This design comes from an exercise in tuning for small area and a short achievable clock period on the open sky130 flow, not from production work.
Function was checked by simulation only, so behaviour that the tests miss may differ from the original.
No activity file was given, so power comes from the tool's default toggle rates.

==> flow/design.v <==
module rtp_rx_check (
    input  wire        clk,
    input  wire        rst,
    input  wire        in_valid,
    input  wire [63:0] in_data,
    input  wire        in_last,
    input  wire [2:0]  in_nbytes,
    output wire        out_valid,
    output wire        out_hdr,
    output wire        out_ok,
    output wire [31:0] out_type,
    output wire [31:0] out_seq,
    output wire [31:0] out_len,
    output wire [31:0] out_csum,
    output wire [15:0] out_sum,
    output wire [10:0] out_plen,
    output wire [11:0] out_flen
);
    reg         first;
    reg         ph_b1;
    reg         ph_pl;
    reg         ph_past;
    reg         fin;         
    reg  [11:0] flen;        
    reg  [10:0] room;        
    reg         lim;         
    reg  [15:0] acc_s;       
    reg  [15:0] acc_c;
    reg  [31:0] f_type;
    reg  [31:0] f_seq;
    reg  [31:0] f_len;
    reg  [31:0] f_csum;
    wire        full     = ~in_last | (in_nbytes == 3'd0);
    wire [3:0]  nb       = full ? 4'd8 : {1'b0, in_nbytes};
    wire        room_all = |room[10:3];
    reg  [7:0]  kb, lb;
    reg  [63:0] masked;
    integer     j;
    always @* begin
        for (j = 0; j < 8; j = j + 1) begin
            kb[j] = in_valid & (first | (ph_b1 & (j < 4)) | (ph_pl & (room_all | (room[2:0] > j))));
            lb[j] = ~in_last | (in_nbytes == 3'd0) | (in_nbytes > j);
            masked[63 - 8*j -: 8] = in_data[63 - 8*j -: 8] & {8{kb[j]}} & {8{lb[j]}};
        end
    end
    function [31:0] csa;
        input [15:0] a, b, c;
        reg   [15:0] h, m;
        begin
            h   = a ^ b;
            m   = (a & b) | (c & h);
            csa = {m[14:0], m[15], h ^ c};
        end
    endfunction
    wire [15:0] s_in = first ? 16'd0 : acc_s;
    wire [15:0] c_in = first ? 16'd0 : acc_c;
    wire [31:0] l1a  = csa(masked[63:48], masked[47:32], masked[31:16]);
    wire [31:0] l1b  = csa(masked[15:0], s_in, c_in);
    wire [31:0] l2   = csa(l1a[15:0], l1a[31:16], l1b[15:0]);
    wire [31:0] l3   = csa(l2[15:0], l2[31:16], l1b[31:16]);
    wire [10:0] len_sat  = (|in_data[63:43]) ? 11'h7FF : in_data[42:32];
    wire [10:0] room_dec = room_all ? room - 11'd8 : 11'd0;
    wire        pl_end   = (flen[10:3] == 8'hFF);     
    wire [11:0] base     = first ? 12'd0 : flen;
    wire [8:0]  base_inc = base[11:3] + 9'd1;
    always @(posedge clk) begin
        if (rst) begin
            first   <= 1'b1;
            ph_b1   <= 1'b0;
            ph_pl   <= 1'b0;
            ph_past <= 1'b0;
            fin     <= 1'b0;
        end else begin
            fin <= in_valid & in_last;
            if (in_valid) begin
                first   <= in_last;
                ph_b1   <= ~in_last & first;
                ph_pl   <= ~in_last & (ph_b1 | (ph_pl & ~pl_end));
                ph_past <= ~in_last & (ph_past | (ph_pl & pl_end));
            end
        end
        acc_s <= l3[15:0];
        acc_c <= l3[31:16];
        if (first) begin
            f_type <= in_data[63:32];
            f_seq  <= in_data[31:0];
        end
        if (ph_b1) begin
            f_len  <= in_data[63:32];
            f_csum <= in_data[31:0];
            room   <= len_sat;
        end
        if (in_valid) begin
            if (!ph_past)
                flen <= full ? {base_inc, 3'b000} : {base[11:3], in_nbytes};
            if (ph_pl)
                room   <= room_dec;
            lim <= ~ph_b1 && (room[10:4] == 7'd0) && (room[3:0] <= (ph_past ? 4'd0 : nb));
        end
    end
    wire [15:0] g0 = acc_s & acc_c;
    wire [15:0] p0 = acc_s ^ acc_c;
    reg  [15:0] gp, pp, gn, pn;
    integer     k, d;
    always @* begin
        gp = g0;
        pp = p0;
        for (d = 1; d < 16; d = d * 2) begin
            for (k = 0; k < 16; k = k + 1) begin
                gn[k] = gp[k] | (pp[k] & gp[(k + 16 - d) % 16]);
                pn[k] = pp[k] & pp[(k + 16 - d) % 16];
            end
            gp = gn;
            pp = pn;
        end
    end
    wire [15:0] sum = ~(p0 ^ {gp[14:0], gp[15]});
    wire [15:0] vu_m   = g0 | (f_csum[15:0] & p0);
    wire [15:0] vu_c   = {vu_m[14:0], vu_m[15]};
    wire        z_mod  = &(p0 ^ (f_csum[15:0] ^ vu_c));    
    wire        z_sc   = ~|{acc_s, acc_c};
    wire        cs_lo1 = &f_csum[15:0];
    wire        hdr   = |flen[11:4];
    wire [11:0] avail = flen - 12'd16;
    assign out_valid = fin;
    assign out_hdr   = hdr;
    assign out_ok    = hdr & ~|f_csum[31:16] & z_mod & (z_sc | ~cs_lo1);
    assign out_type  = f_type;
    assign out_seq   = f_seq;
    assign out_len   = f_len;
    assign out_csum  = f_csum;
    assign out_sum   = sum;
    assign out_plen  = lim ? f_len[10:0] : avail[10:0];
    assign out_flen  = flen;
endmodule
Settings: LEC_CHECK=0, CAP_MARGIN=20, CORE_MARGIN=2, CORE_UTILIZATION=50, CTS_BUF_LIST=sky130_fd_sc_hd__clkbuf_8, CTS_CLUSTER_SIZE=30, PLACE_DENSITY=0.7, SETUP_SLACK_MARGIN=3.2, SLEW_MARGIN=20, TNS_END_PERCENT=0; clock period 7.0 ns.
standard.sh (not shown) runs the stock make flow with config.mk's settings and CLKGATE_MAP_FILE= SYNTH_SCRIPT=/design/flow/synth_recipe.tcl, a recipe that flattens the netlist after the stock synthesis.
==> flow/flow/run.sh <==
#!/bin/bash
bash standard.sh finish BUFFER_PORTS_ARGS="-buffer_cell sky130_fd_sc_hd__buf_1" > standard.log 2>&1
Edit:
CORE_UTILIZATION = 40   (was 50)
PLACE_DENSITY = 0.6   (was 0.7)
SETUP_SLACK_MARGIN = 3.1   (was 3.2)
TNS_END_PERCENT = 20   (was 0)
Clock-buffer cell count stays the same.
Worst hold slack gains 0.018 ns.
Flip-flop and latch count does not change.
Worst setup slack degrades by 0.11 ns.
Design area decreases by 0.40%.
Synthesized cell count is unchanged.
Power came out lower by 2.7%.
Critical path depth stays the same.
Edit:
CORE_UTILIZATION = 50   (was 40)
PLACE_DENSITY = 0.7   (was 0.6)
SETUP_SLACK_MARGIN = 2.9   (was 3.1)
After rerunning: The changed run produced a clean layout. Design area came out lower by about 1.6%. Power came out lower by about 2.5%. Global-route usage went up by 3.5 points. Flip-flop and latch count stays the same. First-iteration DRC count increases by 19%. Routed wire length came out lower by about 6%. Clock-buffer cell count does not change. Critical path depth is unchanged. Cell count decreases by 4.6%. Setup slack improved by 0.021 ns.
Edit:
CORE_UTILIZATION = 40   (was 50)
PLACE_DENSITY = 0.6   (was 0.7)
After rerunning:
- The new run finished with timing, DRC and antenna clean
- total power increases by a few percent
- design area goes up slightly
- utilization falls by 12 points
- via count is lower slightly
- register-to-register slack gets worse by 0.16 ns
- global-route usage is lower by 4.0 points
- setup slack gains 0.025 ns
- final cell count rises by a few percent
- worst hold slack is better by 0.070 ns
Edit:
CORE_UTILIZATION = 50   (was 40)
PLACE_DENSITY = 0.7   (was 0.6)
SETUP_SLACK_MARGIN = 3.0   (was 2.9)
TNS_END_PERCENT = 0   (was 20)
- power climbs by about 1.4%
- utilization climbs by 12 points
- wire length drops by 4.3%
- setup slack got worse by 0.035 ns
Edit:
SETUP_SLACK_MARGIN = 3.4   (was 3.0)
What happened: Worst hold slack gains 0.016 ns. Die area is unchanged. Clock skew went up by 0.0061 ns. Routed wire length climbs by 6.6%. Synthesized area stays the same. Setup slack improved by 0.097 ns. Utilization came out higher by 0.47 points. Global-route usage came out higher by 1.5 points. Total power rises by 1.6%. Cell area climbs by 0.78%. Flip-flop and latch count does not change.


## run 1
Another version of the RTL of rtp_rx_check (not shown whole).
For scale: roughly 850 cells after synthesis, ~240 I/O pins, ~10000 µm² of cells after synthesis.
// rtp_rx_check
module rtp_rx_check (
    input  wire        clk,
    input  wire        rst,
    input  wire        in_valid,
    input  wire [63:0] in_data,
    input  wire        in_last,
    input  wire [2:0]  in_nbytes,
    output wire        out_valid,
    output wire        out_hdr,
    output wire        out_ok,
    output wire [31:0] out_type,
    output wire [31:0] out_seq,
    output wire [31:0] out_len,
    output wire [31:0] out_csum,
    output wire [15:0] out_sum,
    output wire [10:0] out_plen,
    output wire [11:0] out_flen
);
==> flow/config.mk <==
export PLATFORM = sky130hd
export DESIGN_NAME = rtp_rx_check
export DESIGN_NICKNAME = rtp_rx_check
export VERILOG_FILES = /design/flow/design.v
export SDC_FILE = /design/flow/constraint.sdc
export NUM_CORES = 4
export LEC_CHECK = 0
export CAP_MARGIN = 20
export CORE_MARGIN = 2
export CORE_UTILIZATION = 40
export CTS_BUF_LIST = sky130_fd_sc_hd__clkbuf_8
export CTS_CLUSTER_SIZE = 30
export PLACE_DENSITY = 0.6
export SETUP_SLACK_MARGIN = 3.2
export SLEW_MARGIN = 20
==> flow/constraint.sdc <==
create_clock -name core_clock -period 7.0 [get_ports {clk}]
set_input_delay 1.4000 -clock core_clock [delete_from_list [all_inputs] [get_ports {clk}]]
set_output_delay 1.4000 -clock core_clock [all_outputs]
set_load 0.01 [all_outputs]
Scripts as last shown in full above: flow/flow/run.sh
Changes in run 2 relative to run 1:
- changing CTS_CLUSTER_SIZE from 30 to 50
- setting CTS_CLUSTER_DIAMETER to 100 for the first time
- changing SETUP_SLACK_MARGIN from 3.2 to 3.0
Results
Compared with run 1, run 2 shows a via count that is 129 lower. Run 1 reports its startpoint of the most critical setup path as f_csum[3] while run 2 reports acc_c[8]. Run 2 vs run 1: relative contribution of the clock network to total power up. [compare] base=run 1 new=run 2: average via count per standard cell has decreased; power spent charging and discharging nets went down by 0.000082 W; setup slack decreased by 88 ps relative to the old numbers; share of the cycle needed by the critical path after routing shows an increase of 1.3 points; clock power fell 2.9%. On run 2: leakage power total is about 2.5% lower than what run 1 gave. Via count of the first global-routing pass (higher): run 1. Across both runs, first-pass GRT wire length was lower for run 2 than for run 1.
[inputs] run 3 vs run 2
- CTS_CLUSTER_DIAMETER: 100 -> unset
- PLACE_DENSITY: 0.6 -> 0.75
- CORE_UTILIZATION: 40 -> 60
- SETUP_SLACK_MARGIN: 3.0 -> 2.9
- CTS_CLUSTER_SIZE: 50 -> 30
Comparing run 2 and run 3, the lower critical path data arrival time is on run 2.
Number of filler instances in the final layout ended up 1063 lower on run 3 than on run 2.
Run 3 went all the way through the flow, and no timing, DRC or antenna check failed.
Relative to run 2, run 3 improves hold slack.
The more densely filled core belongs to run 3, not run 2.
Run 2 → run 3: power dissipated by switching net loads fell by about 4%; mean area per synthesized cell roughly the same; net switching fraction of the power moved up.
Compared with run 2, run 3 shows a lower power.
Run 3 against run 2: length of routed wiring on met1 down 13%, total placed instance area fell by about 1.2%.

[afterwards: timing with drivers on the ports]
Ports are ideal in the flow. The routed layouts listed here were re-timed in OpenROAD. Step 1 (the two cells are an assumption about what drives the block):
set clk [get_ports {clk}]
set_driving_cell -lib_cell sky130_fd_sc_hd__clkbuf_16 $clk
set_driving_cell -lib_cell sky130_fd_sc_hd__buf_2 [delete_from_list [all_inputs] $clk]
Step 2 also shifts input and output timing later by t, the mid clock arrival at the registers, as if the neighbouring blocks saw the same clock. a / b / c = ideal ports / drivers / drivers and shift; a / b = the first two.
run	t, ns	setup WS [ns]	worst setup path at the end	cell pins on the clock port's net
the first run of note 1	0.520	3.066 / 3.022 / 2.633	input to register	1
the second run of note 1	0.514	2.958 / 2.915 / 2.631	input to register	1
the third run of note 1	0.516	2.979 / 2.938 / 2.535	input to register	1
the fourth run of note 1	0.504	3.004 / 2.963 / 2.524	input to register	1
the fifth run of note 1	0.497	2.969 / 2.990 / 2.493	input to register	1
the sixth run of note 1	0.520	3.066 / 3.022 / 2.633	input to register	1
run 1	0.515	3.181 / 3.137 / 2.764	input to register	1
run 2	0.508	3.093 / 3.052 / 2.674	input to register	1
run 3	0.501	2.941 / 2.902 / 2.577	input to register	1
After both steps setup and hold are still met in every run listed. The setup slack of the fourth run of note 1, which loses most, moves by -0.041 ns with the drivers and by -0.480 ns with both steps.
